From an optimization exercise on the open Yosys and OpenROAD flow, aimed at small area, a short achievable clock period and few clock cycles per item; shortcuts taken in it are not production practice. At most, simulation tests tie the RTL to the original design; equivalence was not proved. For run 2, only the layout was checked, not whether the RTL still works. Power figures rest on the tool's default switching activity, not on a simulated workload.

--- flow/design.v ---
module gf_aside (
    input  wire [7:0]  a,
    output wire [26:0] ax
);
    function [3:0] mul_lam(input [3:0] v);
        mul_lam = {v[0] ^ v[1] ^ v[2] ^ v[3], v[1] ^ v[3], v[2], v[2] ^ v[3]};
    endfunction
    function [1:0] mul_nu(input [1:0] v);
        mul_nu = {v[1] ^ v[0], v[1]};
    endfunction
    function [2:0] ex4(input [1:0] v);
        ex4 = {v[0] ^ v[1], v[1], v[0]};
    endfunction
    function [8:0] ex16(input [3:0] v);
        ex16 = {ex4(v[3:2] ^ v[1:0]), ex4(v[1:0]), ex4(mul_nu(v[3:2]))};
    endfunction
    assign ax = {ex16(a[7:4] ^ a[3:0]), ex16(a[3:0]), ex16(mul_lam(a[7:4]))};
endmodule
module gf_aside_inv (
    input  wire [26:0] ax,
    output wire [7:0]  a
);
    wire [3:0] lo  = {ax[16:15] ^ ax[13:12], ax[13:12]};
    wire [3:0] sum = {ax[25:24] ^ ax[22:21], ax[22:21]};
    assign a = {sum ^ lo, lo};
endmodule
module gf_tap (
    input  wire [26:0] ax,
    input  wire [17:0] bx,
    output wire [7:0]  p
);
    function [1:0] m4(input [2:0] x, input [1:0] y);
        m4 = {(y[0] & x[1]) ^ (y[1] & x[2]), (y[0] & x[0]) ^ (y[1] & x[1])};
    endfunction
    function [3:0] m16(input [8:0] x, input [5:0] y);
        reg [1:0] q1, q2, q3;
        begin
            q1 = m4(x[2:0], y[1:0]);
            q2 = m4(x[5:3], y[3:2]);
            q3 = m4(x[8:6], y[5:4]);
            m16 = {q3 ^ q2, q2 ^ q1};
        end
    endfunction
    wire [3:0] p1 = m16(ax[8:0],   bx[5:0]);
    wire [3:0] p2 = m16(ax[17:9],  bx[11:6]);
    wire [3:0] p3 = m16(ax[26:18], bx[17:12]);
    assign p = {p3 ^ p2, p2 ^ p1};
endmodule
module rs_parity (
    input  wire       clk,
    input  wire       rst,
    input  wire       s_valid,
    output wire       s_ready,
    input  wire [7:0] s_data,
    input  wire       s_last,
    input  wire [4:0] ecc_len,
    output wire       m_valid,
    input  wire       m_ready,
    output wire [7:0] m_data,
    output wire       m_last
);
    localparam EMAX = 30;
    reg        in_v;        
    reg [26:0] in_dx;       
    reg        in_first;    
    reg        in_cont;     
    reg        in_last;     
    reg        inblk;       
    reg [4:0]  ecur;        
    reg [EMAX-1:0] eoh;     
    reg [17:0] g0x;         
    reg [8*EMAX-1:8] rem;
    reg [26:0] rem0x;
    reg        done;        
    reg [4:0]  done_e;
    reg [8*EMAX-1:0] ob;
    reg [4:0]  ob_e;        
    reg [4:0]  ob_n;        
    reg [4:0]  ob_r;        
    reg        s_ready_r, m_valid_r, m_last_r;
    reg [7:0]  m_data_r;
    wire [7:0] s_data_t, head_t, head_p, rem0;
    wire [26:0] s_data_x;
    gf_aside     u_sx  (.a(s_data_t), .ax(s_data_x));
    gf_aside_inv u_r0  (.ax(rem0x), .a(rem0));
    assign s_data_t[0] = s_data[0] ^ s_data[6];
    assign s_data_t[1] = s_data[1] ^ s_data[3];
    assign s_data_t[2] = s_data[2] ^ s_data[5] ^ s_data[7];
    assign s_data_t[3] = s_data[2] ^ s_data[3] ^ s_data[5] ^ s_data[7];
    assign s_data_t[4] = s_data[1] ^ s_data[2] ^ s_data[3] ^ s_data[6] ^ s_data[7];
    assign s_data_t[5] = s_data[2] ^ s_data[5] ^ s_data[6];
    assign s_data_t[6] = s_data[1] ^ s_data[2] ^ s_data[3] ^ s_data[4] ^ s_data[6];
    assign s_data_t[7] = s_data[5];
    assign head_p[0] = head_t[0] ^ head_t[1] ^ head_t[2] ^ head_t[4] ^ head_t[7];
    assign head_p[1] = head_t[1] ^ head_t[2] ^ head_t[3];
    assign head_p[2] = head_t[1] ^ head_t[2] ^ head_t[4] ^ head_t[5];
    assign head_p[3] = head_t[2] ^ head_t[3];
    assign head_p[4] = head_t[1] ^ head_t[5] ^ head_t[6] ^ head_t[7];
    assign head_p[5] = head_t[7];
    assign head_p[6] = head_t[1] ^ head_t[2] ^ head_t[4] ^ head_t[7];
    assign head_p[7] = head_t[1] ^ head_t[4] ^ head_t[5] ^ head_t[7];
    wire ob_free  = (ob_n == ob_e);
    wire go       = !done || ob_free;
    wire step     = in_v && go;
    wire xfer     = done && ob_free;
    wire accept   = s_valid && s_ready_r;
    wire out_fire = m_valid_r && m_ready;
    wire       in_v_n   = accept || (in_v && !step);
    wire       done_n   = (step && in_last) || (done && !xfer);
    wire [4:0] ob_e_n   = xfer ? done_e : ob_e;
    wire [4:0] ob_n_n   = xfer ? 5'd0 : ob_n + {4'd0, out_fire};
    wire [4:0] ob_r_n   = (xfer || ob_r == EMAX - 1) ? 5'd0 : ob_r + 5'd1;
    wire       ob_free_n = (ob_n_n == ob_e_n);
    assign head_t = xfer ? rem0 : ob[15:8];
    wire [18*EMAX-1:18] gtab =
        ({522{eoh[0]}} & 522'h00000000000000000000000000000000000000000000000000000000000000000000000000000000000000000000000000000000000000000000000000000000000) |
        ({522{eoh[1]}} & 522'h0000000000000000000000000000000000000000000000000000000000000000000000000000000000000000000000000000000000000000000000000000002DA05) |
        ({522{eoh[2]}} & 522'h000000000000000000000000000000000000000000000000000000000000000000000000000000000000000000000000000000000000000000000000003CA17C46D) |
        ({522{eoh[3]}} & 522'h0000000000000000000000000000000000000000000000000000000000000000000000000000000000000000000000000000000000000000000003952D7ADCDBA33) |
        ({522{eoh[4]}} & 522'h000000000000000000000000000000000000000000000000000000000000000000000000000000000000000000000000000000000000000003D46CF3C0036DADF11) |
        ({522{eoh[5]}} & 522'h0000000000000000000000000000000000000000000000000000000000000000000000000000000000000000000000000000000000000AA227A8DB9CCAB45A14500) |
        ({522{eoh[6]}} & 522'h000000000000000000000000000000000000000000000000000000000000000000000000000000000000000000000000000000006C06E79C0DB6000CF3511173176) |
        ({522{eoh[7]}} & 522'h0000000000000000000000000000000000000000000000000000000000000000000000000000000000000000000000000001E29446DF1BB763D179BA33F00F36D80) |
        ({522{eoh[8]}} & 522'h00000000000000000000000000000000000000000000000000000000000000000000000000000000000000000000000CD49D4014A1ED80CF3462CFCCCF2A2A36894) |
        ({522{eoh[9]}} & 522'h0000000000000000000000000000000000000000000000000000000000000000000000000000000000000000000ACF9CDEB45CF6011454151E6846888A7B6A333FC) |
        ({522{eoh[10]}} & 522'h0000000000000000000000000000000000000000000000000000000000000000000000000000000000000078078F51BDB31797A7CE86F94689D1D856DE9FC6CA6D1) |
        ({522{eoh[11]}} & 522'h00000000000000000000000000000000000000000000000000000000000000000000000000000000014CE714017989BE6D5369D19CFA3917C79E022F1E028A36A1E) |
        ({522{eoh[12]}} & 522'h000000000000000000000000000000000000000000000000000000000000000000000000000007ADCF9039468E4F14A1629C5B68D80D855116D43C55117A8DA22A8) |
        ({522{eoh[13]}} & 522'h00000000000000000000000000000000000000000000000000000000000000000000000027F1B176CE23EDB5BDB989B9DBF0A8A83C5291F2D891CCA3C5F0FCDBA33) |
        ({522{eoh[14]}} & 522'h00000000000000000000000000000000000000000000000000000000000000000000CE2454A3CE73291F2DE40E511546F989BE628A201BDAD467DA7F1BA22280514) |
        ({522{eoh[15]}} & 522'h0000000000000000000000000000000000000000000000000000000000000001E15B9C09C56DEB4F8ADCDE8AD3ED02D9FC6CF285B51F1BCE89E700AB673ED885B68) |
        ({522{eoh[16]}} & 522'h000000000000000000000000000000000000000000000000000000000004510396E250A7A25368B3454A3C3F6E62B4FB4A9D1A395005226F9DA879EB73468E54F28) |
        ({522{eoh[17]}} & 522'h0000000000000000000000000000000000000000000000000000001B6C0539B40A28E7328F8AD6EDD85F3988AA1E780D948A8A00E68476173F14A05CF6A0F9C08A2) |
        ({522{eoh[18]}} & 522'h00000000000000000000000000000000000000000000000000DBC28FE76B672854546EDD8528F6DB02D5396C57A86F38B3479E40E763E78853F3F1B6C0CE244F285) |
        ({522{eoh[19]}} & 522'h00000000000000000000000000000000000000000000022473527CCAE732B9CEDF11E677A26F9E763E7027CF3005A2D467D9E780CDBA396E2A2228A9EDD9489478A) |
        ({522{eoh[20]}} & 522'h00000000000000000000000000000000000000000CCAE5E44F17CE5B8B9DAD6F3527A273CA8A817CE4079ECCAE40E79F3C000A28CCFF39039F276DE3D116DA0FA27) |
        ({522{eoh[21]}} & 522'h0000000000000000000000000000000000003CCCF8A717389150F6ED1686CF533E4A028A2747652DE7CB51039E76E4FCF300AB67A3C5289CFF1B9CF00F78F476F0A) |
        ({522{eoh[22]}} & 522'h0000000000000000000000000000000079B162B4FB7951EB73B6814A6D1F2852DF11173DA7D91014539F05A3C522CD129E539E40CD18A8E51D8AF27F1B5111679C0) |
        ({522{eoh[23]}} & 522'h0000000000000000000000000001B01BDB3154E6DE626D16CA8B96D45008B650F14AB5ECF67A829B4622A8B73785A2DA1BCF3F0F02DB62E5B8A828A3C515E6E2F1E) |
        ({522{eoh[24]}} & 522'h000000000000000000000002B3E5BB76A367B63F950A78AF36B4F89129BB766D4A3CF00F111545339E853C9F9785F392A88A23ED6CA4736E8A28022536E677BC9DB) |
        ({522{eoh[25]}} & 522'h000000000000000000141513C52BCE456DB036CC528F1679C003CF1B44AF0AD9B01B6F3A36E4F8A715E2948B6527E5EF39179E40E6846D3E2A3945ECEDA0F9D13DE) |
        ({522{eoh[26]}} & 522'h00000000000000539B40CF3E790336E814014A7949DBF05CF69D1DB3F0FF05E4579BB6729BE622B3E54A3C5054511542916E8CDB168B5B01BDB31629C552DE6D7B3) |
        ({522{eoh[27]}} & 522'h000000000140142916DBDAD3C03CF3C02B9CDE50A1678B989BF0ADB6A1E6C06E7E5E45B291E68E4FDA2B4F7942A24739E83C5A2D3E7A008A2F28505B68039E5B785) |
        ({522{eoh[28]}} & 522'h00000F2278FDB9E40E5178FB6D027162467D8A45B179F05F398B34408A2A05B5E2943DB51E44F9DEE79CCA45100FDB96E8CD4E6DA14F1B3D4F227A8CDB01450ACF9) |
        ({522{eoh[29]}} & 522'h05A2D29B462167DB60276FC02DB5BDADE677858A7F2850A794D9EA053CA1678913DE151514E6D89BE5B50F9E83CA3C52A7B6D3E23E2B5E9F99DBF222A8F391453CA);
    reg [17:0] g0x_in;
    always @* begin
        case (ecc_len)
            5'd1: g0x_in = 18'h14500;
            5'd2: g0x_in = 18'h39F05;
            5'd3: g0x_in = 18'h273E8;
            5'd4: g0x_in = 18'h2816D;
            5'd5: g0x_in = 18'h3917C;
            5'd6: g0x_in = 18'h00DB6;
            5'd7: g0x_in = 18'h3989B;
            5'd8: g0x_in = 18'h1E44F;
            5'd9: g0x_in = 18'h0AF36;
            5'd10: g0x_in = 18'h00B6D;
            5'd11: g0x_in = 18'h0FE76;
            5'd12: g0x_in = 18'h279C0;
            5'd13: g0x_in = 18'h3CB51;
            5'd14: g0x_in = 18'h3C46D;
            5'd15: g0x_in = 18'h14B79;
            5'd16: g0x_in = 18'h1E15B;
            5'd17: g0x_in = 18'h36A1E;
            5'd18: g0x_in = 18'h0F45E;
            5'd19: g0x_in = 18'h333FC;
            5'd20: g0x_in = 18'h39E40;
            5'd21: g0x_in = 18'h282A2;
            5'd22: g0x_in = 18'h332B9;
            5'd23: g0x_in = 18'h36F0A;
            5'd24: g0x_in = 18'h33176;
            5'd25: g0x_in = 18'h3CCCF;
            5'd26: g0x_in = 18'h053CA;
            5'd27: g0x_in = 18'h36522;
            5'd28: g0x_in = 18'h27B4A;
            5'd29: g0x_in = 18'h399DE;
            5'd30: g0x_in = 18'h11505;
            default: g0x_in = 18'd0;
        endcase
    end
    wire [26:0] fbx = in_dx ^ (in_cont ? rem0x : 27'd0);
    genvar k;
    wire [8*EMAX-1:8] rem_nx;
    wire [26:0] rem1x, rem0x_nx;
    gf_aside u_r1x (.a(in_first ? 8'd0 : rem[15:8]), .ax(rem1x));
    gf_tap_x u_tap0 (.ax(fbx), .bx(g0x), .cx(rem1x), .px(rem0x_nx));
    generate
        for (k = 1; k < EMAX; k = k + 1) begin : g_tap
            wire [7:0] p;
            gf_tap u_tap (.ax(fbx), .bx(gtab[18*k +: 18]), .p(p));
            if (k < EMAX - 1) begin : g_mid
                assign rem_nx[8*k +: 8] = (in_first ? 8'd0 : rem[8*k+8 +: 8]) ^ p;
            end else begin : g_end
                assign rem_nx[8*k +: 8] = p;
            end
        end
    endgenerate
    always @(posedge clk) begin
        if (step) begin
            rem   <= rem_nx;
            rem0x <= rem0x_nx;
        end
        ob <= xfer ? {rem, rem0} : {ob[7:0], ob[8*EMAX-1:8]};
        m_data_r <= head_p;
        if (step && in_last)
            done_e <= ecur;
        if (accept) begin
            in_dx    <= s_data_x;
            in_first <= !inblk;
            in_cont  <= inblk;
            in_last  <= s_last;
        end
        if (accept && !inblk) begin
            ecur <= ecc_len;
            eoh  <= (32'd1 << ecc_len) >> 1;
            g0x  <= g0x_in;
        end
    end
    always @(posedge clk) begin
        if (rst) begin
            in_v      <= 1'b0;
            inblk     <= 1'b0;
            done      <= 1'b0;
            ob_e      <= 5'd0;
            ob_n      <= 5'd0;
            ob_r      <= 5'd0;
            s_ready_r <= 1'b1;
            m_valid_r <= 1'b0;
            m_last_r  <= 1'b0;
        end else begin
            in_v      <= in_v_n;
            if (accept)
                inblk <= !s_last;
            done      <= done_n;
            ob_e      <= ob_e_n;
            ob_n      <= ob_n_n;
            ob_r      <= ob_r_n;
            s_ready_r <= !in_v_n || !done_n || ob_free_n;
            m_valid_r <= !ob_free_n && (ob_r_n == ob_n_n);
            m_last_r  <= (ob_n_n == ob_e_n - 5'd1);
        end
    end
    assign s_ready = s_ready_r;
    assign m_valid = m_valid_r;
    assign m_data  = m_data_r;
    assign m_last  = m_last_r;
endmodule
module gf_tap_x (
    input  wire [26:0] ax,
    input  wire [17:0] bx,
    input  wire [26:0] cx,
    output wire [26:0] px
);
    wire [17:0] q;
    genvar n;
    generate
        for (n = 0; n < 9; n = n + 1) begin : g_q
            wire [2:0] x = ax[3*n +: 3];
            wire [1:0] y = bx[2*n +: 2];
            assign q[2*n+1] = (y[0] & x[1]) ^ (y[1] & x[2]);
            assign q[2*n]   = (y[0] & x[0]) ^ (y[1] & x[1]);
        end
    endgenerate
    assign px[0] = cx[0] ^ q[6] ^ q[7] ^ q[10] ^ q[11] ^ q[12] ^ q[13] ^ q[16] ^ q[17];
    assign px[1] = cx[1] ^ q[6] ^ q[10] ^ q[12] ^ q[16];
    assign px[2] = cx[2] ^ q[7] ^ q[11] ^ q[13] ^ q[17];
    assign px[3] = cx[3] ^ q[8] ^ q[9] ^ q[10] ^ q[11] ^ q[14] ^ q[15] ^ q[16] ^ q[17];
    assign px[4] = cx[4] ^ q[8] ^ q[10] ^ q[14] ^ q[16];
    assign px[5] = cx[5] ^ q[9] ^ q[11] ^ q[15] ^ q[17];
    assign px[6] = cx[6] ^ q[7] ^ q[8] ^ q[9] ^ q[10] ^ q[13] ^ q[14] ^ q[15] ^ q[16];
    assign px[7] = cx[7] ^ q[6] ^ q[7] ^ q[8] ^ q[11] ^ q[12] ^ q[13] ^ q[14] ^ q[17];
    assign px[8] = cx[8] ^ q[6] ^ q[9] ^ q[10] ^ q[11] ^ q[12] ^ q[15] ^ q[16] ^ q[17];
    assign px[9] = cx[9] ^ q[3] ^ q[5] ^ q[9] ^ q[11];
    assign px[10] = cx[10] ^ q[2] ^ q[3] ^ q[4] ^ q[5] ^ q[8] ^ q[9] ^ q[10] ^ q[11];
    assign px[11] = cx[11] ^ q[2] ^ q[4] ^ q[8] ^ q[10];
    assign px[12] = cx[12] ^ q[0] ^ q[2] ^ q[6] ^ q[8];
    assign px[13] = cx[13] ^ q[1] ^ q[3] ^ q[7] ^ q[9];
    assign px[14] = cx[14] ^ q[0] ^ q[1] ^ q[2] ^ q[3] ^ q[6] ^ q[7] ^ q[8] ^ q[9];
    assign px[15] = cx[15] ^ q[0] ^ q[4] ^ q[6] ^ q[10];
    assign px[16] = cx[16] ^ q[1] ^ q[5] ^ q[7] ^ q[11];
    assign px[17] = cx[17] ^ q[0] ^ q[1] ^ q[4] ^ q[5] ^ q[6] ^ q[7] ^ q[10] ^ q[11];
    assign px[18] = cx[18] ^ q[3] ^ q[5] ^ q[15] ^ q[17];
    assign px[19] = cx[19] ^ q[2] ^ q[3] ^ q[4] ^ q[5] ^ q[14] ^ q[15] ^ q[16] ^ q[17];
    assign px[20] = cx[20] ^ q[2] ^ q[4] ^ q[14] ^ q[16];
    assign px[21] = cx[21] ^ q[0] ^ q[2] ^ q[12] ^ q[14];
    assign px[22] = cx[22] ^ q[1] ^ q[3] ^ q[13] ^ q[15];
    assign px[23] = cx[23] ^ q[0] ^ q[1] ^ q[2] ^ q[3] ^ q[12] ^ q[13] ^ q[14] ^ q[15];
    assign px[24] = cx[24] ^ q[0] ^ q[4] ^ q[12] ^ q[16];
    assign px[25] = cx[25] ^ q[1] ^ q[5] ^ q[13] ^ q[17];
    assign px[26] = cx[26] ^ q[0] ^ q[1] ^ q[4] ^ q[5] ^ q[12] ^ q[13] ^ q[16] ^ q[17];
endmodule
--- flow/run.sh ---
#!/bin/bash
# synth_recipe.tcl (not shown) runs the flow's synth.tcl, then flattens the netlist and writes it again
# the make line also repeats each setting of config.mk as NAME=value (left out here)
make -C /OpenROAD-flow-scripts/flow DESIGN_CONFIG=/design/flow/config.mk WORK_HOME=/design/flow/orfs CLKGATE_MAP_FILE= SYNTH_SCRIPT=/design/flow/synth_recipe.tcl finish
--- flow/config.mk ---
export PLATFORM = sky130hd
export DESIGN_NAME = rs_parity
export DESIGN_NICKNAME = rs_parity
export VERILOG_FILES = /design/flow/design.v
export SDC_FILE = /design/flow/constraint.sdc
export NUM_CORES = 4
export LEC_CHECK = 0
export CAP_MARGIN = 20
export CORE_MARGIN = 2
export CORE_UTILIZATION = 45
export SETUP_SLACK_MARGIN = 5.0
export SLEW_MARGIN = 20
export SYNTH_HIERARCHICAL = 1
--- flow/constraint.sdc ---
create_clock -name core_clock -period 8.0 [get_ports {clk}]
set_input_delay 1.6000 -clock core_clock [delete_from_list [all_inputs] [get_ports {clk}]]
set_output_delay 1.6000 -clock core_clock [all_outputs]
set_load 0.01 [all_outputs]
==> run notes, run 1 <==
top_reg_cell synth: edfxtp_1
PwrDens: 583.4 nW/um2
CP endpoint kind: flip-flop
Tcrit/Tclk final: 0.3851
Peak VDD IR: 628.4 uV
Lkg Pwr: 22.65 nW
final-layout fill cell count: 9056
Num CTS Buffers: 70
Hold Path Class: flip-flop to flip-flop
post-synthesis sequential element count: 614
layout net count: 5882
Slew HR: 0.3396
Hold Buf Count CTS: 0
antenna violations before repair: 12
Final TNS setup: 0 ns
worst-margin pin slew: 0.9906 ns
Max-Cap Viols: 0
worst hold slack: 0.4112 ns
Critical Path RT: 8.40 ns
clock latency on the worst-skew pair: 0.67 ns
routability cong.: 1.136
Max Clock Freq: 0.3246 GHz
delay-heaviest family, CP: simple AND/OR/NAND/NOR gates
yosys warns: 9
placed insts: 6832
CP bufs+invs: 2
Most common cell on crit path: xnor2_1
clk sink count: 614
clock-pin slew on the worst setup and hold paths: 0.06 ns
DRC Markers: 0
Wirelength per Cell: 30.90 um
fin area: 55760 um2
Cell Area, Synth: 44910 um2
Async SR Flop Fraction: 0
number of global-route vias before repair: 40020
syn_area_per_cell: 8.040 um2
most frequent cells in the layout: 1931 x nand2_1, 950 x xnor2_1, 402 x xor2_1
Post-Syn Instances: 5585
number of flops mapped to enable cells by yosys: 346
run status: finished clean
Rows: 115
Root Buffer Master: clkbuf_16
Setup-failing EPs final: 0
CTS Buffer Depth: 3
worst-path maximum fanout: 10
Area Growth Syn to Fin: 24.18%
initial core utilization: 0.4549
CTS H-tree lvls: 3
CP arrival: 3.48 ns
unrepaired setup endpoints after global routing: yes
Die W: 319.9 um
routed wire length: 222.5 mm
Seq/Total Area, Yosys: 0.3508
critical path launch point type: flip-flop
Ports: 29
share of layout cells above drive strength 1: 0.1674
critical path's slowest cell: nor2_4
Routed Antenna Nets: 0
post-route insts no fill: 7201
CTS tree: done
port bufs: 28
Slew Limit Fails: 0
clk_skew: 0.03446 ns
Tot GR Track Use: 0.4135
Detailed Routing Iterations Pass 1: 9
crit path kind: flip-flop to flip-flop
DR iter-0 viols: 5682
hpwl dp: 148.1 mm
wire length of the first global-routing pass: 299.6 mm
Worst path max stage delay: 0.63 ns
Via density: 5.850
remaining global-route overflow: 0
largest net degree at the start of global routing: 162
Fin. Hold Viols: 0
DP Area: 48080 um2
Die Area: 102300 um2
count of cell types in the netlist: 70
Vias: 42128
core area: 98710 um2
die height: 319.9 um
Tmin final: 3.081 ns
crit path cell chain: buf_4 -> clkbuf_16 -> nor2_4 -> nand2_1 -> nand2_1 -> xor2_1 -> xnor2_1 -> xnor2_1 -> xnor2_1
commonest non-fill, non-tap cell in the layout: nand2_1
[per-module statistics from Yosys (local to each module, per instance)]
module | cells | flip-flops and latches
gf_aside | 30 | 0
gf_aside_inv | 10 | 0
gf_tap | 74 | 0
gf_tap_x | 152 | 0
rs_parity | 3217 | 614
[Yosys cell counts, types with 10 or more instances]
master	n	area share
nand4_1	113	0.016
edfxtp_1	346	0.23
nor2_1	262	0.022
clkbuf_1	159	0.013
o21ai_0	19	0.0021
nor3_1	124	0.014
nand3_1	134	0.015
xor2_2	23	0.0083
buf_2	20	0.0022
xor2_1	473	0.092
buf_1	21	0.0018
nor2b_1	12	0.0017
nor4_1	25	0.0035
or3_1	40	0.0056
and3_1	17	0.0024
xnor3_1	10	0.0050
xnor2_1	1042	0.20
ha_1	13	0.0036
a21oi_1	33	0.0037
buf_4	20	0.0033
inv_1	53	0.0044
dfxtp_1	268	0.12
or2_2	33	0.0046
nand2_1	1969	0.16
nand2b_1	229	0.032
[logic make-up after synthesis]
| kind of cell | share of synthesized area |
|---|---|
| xor+xnor | 0.3122 |
| other cells | 0.00008351 |
| mux | 0.003065 |
| flops | 0.3508 |
| simple gates | 0.2895 |
| compound gates | 0.01432 |
| fa+ha+maj | 0.003622 |
| buf+inv | 0.02636 |
[what timing repair did]
item	in CTS	in global routing
gates resized for setup	426	217
setup endpoints to repair	436	262
buffers inserted	122	93
gates cloned	7	12
pin swaps	91	111
[flip-flops by register name (all words and copies together), names as in the netlist, 5 cells and up]
| register | count |
|---|---|
| rem0x | 27 |
| m_data_r | 7 |
| ob_n | 5 |
| ob_r | 5 |
| done_e | 5 |
| rem | 232 |
| g0x | 18 |
| eoh | 29 |
| ob_e | 5 |
| ecur | 5 |
| ob | 240 |
| in_dx | 27 |
[final cells by class]
type	instances	area [um2]	share of cell area
antenna	7	17.52	0.0003141
timing repair inverter	1	8.758	0.0001571
sequential	614	15760	0.2826
timing repair buffer	388	4203	0.07537
tap	1287	1610	0.02888
clock inverter	32	412.9	0.007404
multi-input combinational	4716	31420	0.5634
clock buffer	96	2014	0.03612
inverter	60	321.6	0.005766
[power by group]
| group | total (W) | switching, W | internal, W |
|---|---|---|---|
| registers | 0.00693 | 0.000728 | 0.00620 |
| logic | 0.0222 | 0.0120 | 0.0102 |
| clock network | 0.00341 | 0.00142 | 0.00199 |
| total | 0.0325 | 0.0141 | 0.0184 |
[per-layer routing]
metal / GRT usage / wire (um)
met4: 0.2777 / 19410
met2: 0.6386 / 95200
met1: 0.5040 / 82950
met5: 0 / 104
met3: 0.1136 / 24810
[through the flow]
step                      setup slack, ns    util  total power, W
after floorplan                     4.707       -         0.02246
after global placement              3.551  0.4854         0.02709
after detailed placement            3.603  0.4871         0.02738
after CTS                           4.943  0.5429         0.03168
after global routing                4.909  0.5648         0.03415
final                               4.919  0.5649         0.03253
[worst min-delay path: cells and delay by family (launching register included)]
kind,cells,cell delay [ns]
simple gates,2,0.09
flops,1,0.30
[final timing paths]
kind              startpoint  endpoint  slack, ns  cells past startpoint
hold / removal       ob[150]   ob[142]       0.41                      2
setup reg to reg     eoh[21]  rem[168]       4.92                      9
hold reg to reg      ob[150]   ob[142]       0.41                      2
setup / recovery     eoh[21]  rem[168]       4.92                      9
Testbench counts, summed over its fixed seeds: cycles 12,602, bytes 12,345.
==> run 2: changes to the inputs <==
==> flow/design.v (replaced) <==
module gf256_mul (
    input  wire [7:0] a,
    input  wire [7:0] b,
    output wire [7:0] p
);
    wire [14:0] prod;
    wire [14:0] red [0:7];
    genvar i;
    generate
        for (i = 0; i < 15; i = i + 1) begin : g_prod
            wire [7:0] terms;
            genvar j;
            for (j = 0; j < 8; j = j + 1) begin : g_term
                if (i - j >= 0 && i - j < 8) begin : g_in
                    assign terms[j] = a[j] & b[i-j];
                end else begin : g_out
                    assign terms[j] = 1'b0;
                end
            end
            assign prod[i] = ^terms;
        end
    endgenerate
    assign red[7] = prod;
    generate
        for (i = 6; i >= 0; i = i - 1) begin : g_red
            wire [14:0] r = red[i+1];
            assign red[i] = r[i+8] ? (r ^ (15'h011D << i)) : r;
        end
    endgenerate
    assign p = red[0][7:0];
endmodule
module rs_parity (
    input  wire       clk,
    input  wire       rst,
    input  wire       s_valid,
    output wire       s_ready,
    input  wire [7:0] s_data,
    input  wire       s_last,
    input  wire [4:0] ecc_len,
    output wire       m_valid,
    input  wire       m_ready,
    output wire [7:0] m_data,
    output wire       m_last
);
    localparam EMAX = 30;
    localparam [2:0] S_IDLE  = 3'd0,    
                     S_GEN   = 3'd1,    
                     S_FIRST = 3'd2,    
                     S_RUN   = 3'd3,    
                     S_OUT   = 3'd4;    
    reg [2:0] state;
    reg [4:0] e;           
    reg [4:0] cnt;         
    reg [7:0] held;        
    reg       held_last;
    reg [7:0] root;        
    reg [7:0] gen [0:EMAX-1];
    reg [7:0] rem [0:EMAX-1];
    wire [7:0] gen_prod [0:EMAX-1];
    genvar k;
    generate
        for (k = 0; k < EMAX; k = k + 1) begin : g_genmul
            wire [7:0] lower;
            if (k == 0) begin : g_top
                assign lower = 8'd1;
            end else begin : g_rest
                assign lower = gen[k-1];
            end
            gf256_mul u_mul (.a(lower), .b(root), .p(gen_prod[k]));
        end
    endgenerate
    wire       in_fire = (state == S_RUN) && s_valid;
    wire [7:0] din     = (state == S_FIRST) ? held : s_data;
    wire [7:0] fb      = din ^ rem[0];
    wire [7:0] div_prod [0:EMAX-1];
    generate
        for (k = 0; k < EMAX; k = k + 1) begin : g_divmul
            gf256_mul u_mul (.a(gen[k]), .b(fb), .p(div_prod[k]));
        end
    endgenerate
    wire out_fire = (state == S_OUT) && m_ready;
    wire out_end  = (cnt == e - 5'd1);
    integer j;
    always @(posedge clk) begin
        if (rst) begin
            state <= S_IDLE;
        end else begin
            case (state)
                S_IDLE: begin
                    if (s_valid) begin
                        e         <= ecc_len;
                        held      <= s_data;
                        held_last <= s_last;
                        root      <= 8'd1;
                        cnt       <= 5'd0;
                        for (j = 0; j < EMAX; j = j + 1) begin
                            gen[j] <= 8'd0;
                            rem[j] <= 8'd0;
                        end
                        state <= S_GEN;
                    end
                end
                S_GEN: begin
                    for (j = 0; j < EMAX; j = j + 1)
                        gen[j] <= gen[j] ^ gen_prod[j];
                    root <= {root[6:0], 1'b0} ^ (root[7] ? 8'h1D : 8'h00);
                    cnt  <= cnt + 5'd1;
                    if (cnt == e - 5'd1)
                        state <= S_FIRST;
                end
                S_FIRST, S_RUN: begin
                    if (state == S_FIRST || in_fire) begin
                        for (j = 0; j < EMAX - 1; j = j + 1)
                            rem[j] <= rem[j+1] ^ div_prod[j];
                        rem[EMAX-1] <= div_prod[EMAX-1];
                        if ((state == S_FIRST) ? held_last : s_last) begin
                            cnt   <= 5'd0;
                            state <= S_OUT;
                        end else begin
                            state <= S_RUN;
                        end
                    end
                end
                S_OUT: begin
                    if (out_fire) begin
                        for (j = 0; j < EMAX - 1; j = j + 1)
                            rem[j] <= rem[j+1];
                        rem[EMAX-1] <= 8'd0;
                        cnt <= cnt + 5'd1;
                        if (out_end)
                            state <= S_IDLE;
                    end
                end
                default: state <= S_IDLE;
            endcase
        end
    end
    assign s_ready = (state == S_IDLE) || (state == S_RUN);
    assign m_valid = (state == S_OUT);
    assign m_data  = rem[0];
    assign m_last  = (state == S_OUT) && out_end;
endmodule
--- a/flow/config.mk
+++ b/flow/config.mk
@@ -9,5 +9,3 @@
 export CORE_MARGIN = 2
-export CORE_UTILIZATION = 45
-export SETUP_SLACK_MARGIN = 5.0
+export CORE_UTILIZATION = 40
 export SLEW_MARGIN = 20
-export SYNTH_HIERARCHICAL = 1
==> run notes, run 2 <==
run status: finished clean (unchanged)
clock latency on the worst-skew pair: 0.71 ns (was 0.67 ns)
Critical Path RT: 8.53 ns (was 8.40 ns)
Ports: 29 (unchanged)
delay-heaviest family, CP: XOR/XNOR gates (was simple AND/OR/NAND/NOR gates)
fin area: 85050 um2 (was 55760 um2)
unrepaired setup endpoints after global routing: no (was yes)
remaining global-route overflow: 0 (unchanged)
DRC Markers: 0 (unchanged)
commonest non-fill, non-tap cell in the layout: nand2_1 (unchanged)
post-synthesis sequential element count: 510 (was 614)
CP arrival: 6.24 ns (was 3.48 ns)
CP bufs+invs: 1 (was 2)
PwrDens: 584.4 nW/um2 (was 583.4 nW/um2)
CTS Buffer Depth: 3 (unchanged)
largest registers: gen x240, rem x240 (was ob x240, rem x232, eoh x29)
Async SR Flop Fraction: 0 (unchanged)
Num CTS Buffers: 72 (was 70)
core area: 202300 um2 (was 98710 um2)
placed insts: 12796 (was 6832)
most frequent cells in the layout: 3760 x nand2_1, 3181 x xnor2_1, 893 x xor2_1 (was 1931 x nand2_1, 950 x xnor2_1, 402 x xor2_1)
worst-path maximum fanout: 64 (was 10)
Area Growth Syn to Fin: 4.349% (was 24.18%)
Setup-failing EPs final: 0 (unchanged)
cts repair resizes: 0 (was 426)
Seq/Total Area, Yosys: 0.1875 (was 0.3508)
layout net count: 10228 (was 5882)
crit path cell chain: clkdlybuf4s50_1 -> xor2_1 -> mux2_8 -> nand2b_2 -> o21ai_0 -> a22o_1 -> xnor3_1 -> xnor3_1 -> xnor2_1 -> or3_1 -> o21ai_0 (was buf_4 -> clkbuf_16 -> nor2_4 -> nand2_1 -> nand2_1 -> xor2_1 -> xnor2_1 -> xnor2_1 -> xnor2_1)
Tot GR Track Use: 0.2430 (was 0.4135)
Worst path max stage delay: 0.88 ns (was 0.63 ns)
Post-Syn Instances: 10964 (was 5585)
Max-Cap Viols: 0 (unchanged)
Peak VDD IR: 281.1 uV (was 628.4 uV)
worst-margin pin slew: 1.277 ns (was 0.9906 ns)
DP Area: 82680 um2 (was 48080 um2)
Slew HR: 0.1488 (was 0.3396)
Commonest cells post-synth: 3764 x nand2_1, 3182 x xnor2_1, 893 x xor2_1, 634 x clkbuf_1, 507 x edfxtp_1 (was 1969 x nand2_1, 1042 x xnor2_1, 473 x xor2_1, 346 x edfxtp_1, 268 x dfxtp_1)
Tcrit/Tclk final: 0.7138 (was 0.3851)
Slew Limit Fails: 0 (unchanged)
number of global-route vias before repair: 68344 (was 40020)
antenna violations before repair: 7 (was 12)
Lkg Pwr: 30.27 nW (was 22.65 nW)
share of the synthesized area in the top cell type: 0.3419 (was 0.2314)
Setup WS post-layout: 2.290 ns (was 4.919 ns)
crit path kind: input port to flip-flop (was flip-flop to flip-flop)
Post-CTS Setup Inserts: 0 (was 122)
post-route insts no fill: 12928 (was 7201)
top_reg_cell synth: edfxtp_1 (unchanged)
wire length of the first global-routing pass: 404.7 mm (was 299.6 mm)
CTS tree: done (unchanged)
port bufs: 28 (unchanged)
Hold Path Class: flip-flop to flip-flop (unchanged)
syn_area_per_cell: 7.434 um2 (was 8.040 um2)
Tmin final: 5.710 ns (was 3.081 ns)
Routed Antenna Nets: 0 (unchanged)
Root Buffer Master: clkbuf_16 (unchanged)
Core Util, Final: 0.4204 (was 0.5649)
Max Clock Freq: 0.1751 GHz (was 0.3246 GHz)
cell taking the most area after synthesis: xnor2_1 (was edfxtp_1)
largest cells by area after synthesis: xnor2_1 34%, edfxtp_1 19%, nand2_1 17% (was edfxtp_1 23%, xnor2_1 20%, nand2_1 16%)
count of cell types in the netlist: 55 (was 70)
Fin. Hold Viols: 0 (unchanged)
dominant cell by count in the synthesized netlist: nand2_1 (unchanged)
share of layout cells above drive strength 1: 0.03160 (was 0.1674)
Via density: 5.360 (was 5.850)
clk sink count: 510 (was 614)
routability cong.: 0.8627 (was 1.136)
Vias: 69291 (was 42128)
DR iter-0 viols: 7103 (was 5682)
Die Area: 207400 um2 (was 102300 um2)
CP endpoint kind: flip-flop (unchanged)
Cell Area, Synth: 81500 um2 (was 44910 um2)
clock-pin slew on the worst setup and hold paths: 0.07 ns (was 0.06 ns)
largest net degree at the start of global routing: 181 (was 162)
Detailed Routing Iterations Pass 1: 6 (was 9)
hpwl dp: 152.7 mm (was 148.1 mm)
critical path's slowest cell: nand2b_2 (was nor2_4)
Wirelength per Cell: 20.05 um (was 30.90 um)
Rows: 165 (was 115)
initial core utilization: 0.4029 (was 0.4549)
number of flops mapped to enable cells by yosys: 507 (was 346)
routed wire length: 259.3 mm (was 222.5 mm)
Final TNS setup: 0 ns (unchanged)
critical path launch point type: input port (was flip-flop)
CTS H-tree lvls: 3 (unchanged)
Die W: 455.4 um (was 319.9 um)
clk_skew: 0.03538 ns (was 0.03446 ns)
yosys warns: 6 (was 9)
Placement Setup Slack: 1.644 ns (was 3.603 ns)
die height: 455.4 um (was 319.9 um)
Hold Buf Count CTS: 0 (unchanged)
## run 2: cell types whose count changed in the layout (fill, tap and decap cells not counted), moves of 113 or more
| cell | previous run | this run |
|---|---|---|
| xnor2_1 | 950 | 3181 |
| nand2_1 | 1931 | 3760 |
| xor2_1 | 402 | 893 |
| o21ai_0 | 18 | 331 |
| dfxtp_1 | 266 | 3 |
| nand2b_1 | 229 | 4 |
| xnor3_1 | 10 | 178 |
| edfxtp_1 | 346 | 507 |
| nor2_1 | 160 | 310 |
| buf_4 | 258 | 139 |
| nand3_1 | 122 | 9 |
| nand4_1 | 113 | 0 |
## run 2: layout make-up
| class | instances | area, um2 |
|---|---|---|
| tap | 2672 | 3343 |
| clock inverter | 34 | 322.8 |
| fill | 20142 | 117300 |
| timing repair buffer | 194 | 1841 |
| clock buffer | 94 | 2012 |
| inverter | 92 | 350.3 |
| multi-input combinational | 9330 | 61890 |
| antenna | 2 | 5.005 |
| sequential | 510 | 15280 |
## run 2: worst min-delay path: stages (launching register included)
cell and delay (ns):
edfxtp_1 0.34, nand2_1 0.05, o21ai_0 0.06
## run 2: through the flow
stage / power (W) / hold slack, ns
6_report: 0.04970 / 0.5556
2_1_floorplan: 0.03986 / 0.5155
3_5_place_dp: 0.04591 / 0.5391
3_3_place_gp: 0.04531 / 0.5323
5_1_grt: 0.05356 / 0.5945
4_1_cts: 0.04965 / 0.5498
## run 2: kinds of logic (layout without fill, tap and decap cells)
logic type               after synthesis  in the layout  share of synthesized area
multiplexers                          46             46                   0.005895
other                                  0              2                          0
buffers and inverters               1124            414                    0.05591
flip-flops                           510            510                     0.1875
adder cells (fa/ha/maj)               10             10                   0.001535
AO/OA/AOI/OAI                        753            753                    0.05600
AND/OR/NAND/NOR                     4240           4240                     0.2002
XOR/XNOR                            4281           4281                     0.4929
## run 2: where the power goes
part | leakage, nW | internal [W] | switching, W
combinational | 24.2 | 0.0203 | 0.0199
sequential | 4.93 | 0.00398 | 0.00215
clock | 1.14 | 0.00196 | 0.00144
total | 30.3 | 0.0262 | 0.0235
## run 2: layer usage
layer  vias to the layer above  global-route usage  part of all wire
li1                      32287                   -                 -
met1                     33686              0.3245              0.43
met2                      2842              0.3992              0.46
met3                       472             0.03333             0.079
met4                         4             0.08651             0.034
met5                         -                   0           0.00010
## run 2: path summary, 6_finish.rpt
kind                  start  cells after the start          to  slack (ns)
setup / recovery  s_data[7]                     11   rem[0][4]        2.29
hold / removal    rem[1][0]                      2   rem[0][0]        0.56
setup reg to reg   state[1]                     11  rem[13][4]        2.59
hold reg to reg   rem[1][0]                      2   rem[0][0]        0.56

==> what the ideal ports hide <==
In the flow no input, the clock included, has a driving cell. The finished layouts below were timed again as built, in two steps. Step 1: set_driving_cell puts a clkbuf_16 on clk and a buf_2 on each other input, an assumption about the parent block. Step 2 also shifts input and output timing later by t, the mid clock arrival at the registers, as if the neighbouring blocks saw the same clock. Three values: ideal, step 1, step 2; two values: the first two.
run | t (ns) | slack for setup (ns) | slew at the worst register clock pin (ns)
run 1 | 0.732 | 4.919 / 4.919 / 4.381 | 0.08 / 0.08
run 2 | 0.778 | 2.290 / 2.353 / 1.575 | 0.07 / 0.07
After both steps every run listed still meets setup and hold. For run 2, which loses most, drivers alone change the setup slack by +0.063 ns; drivers and shift together by -0.715 ns.
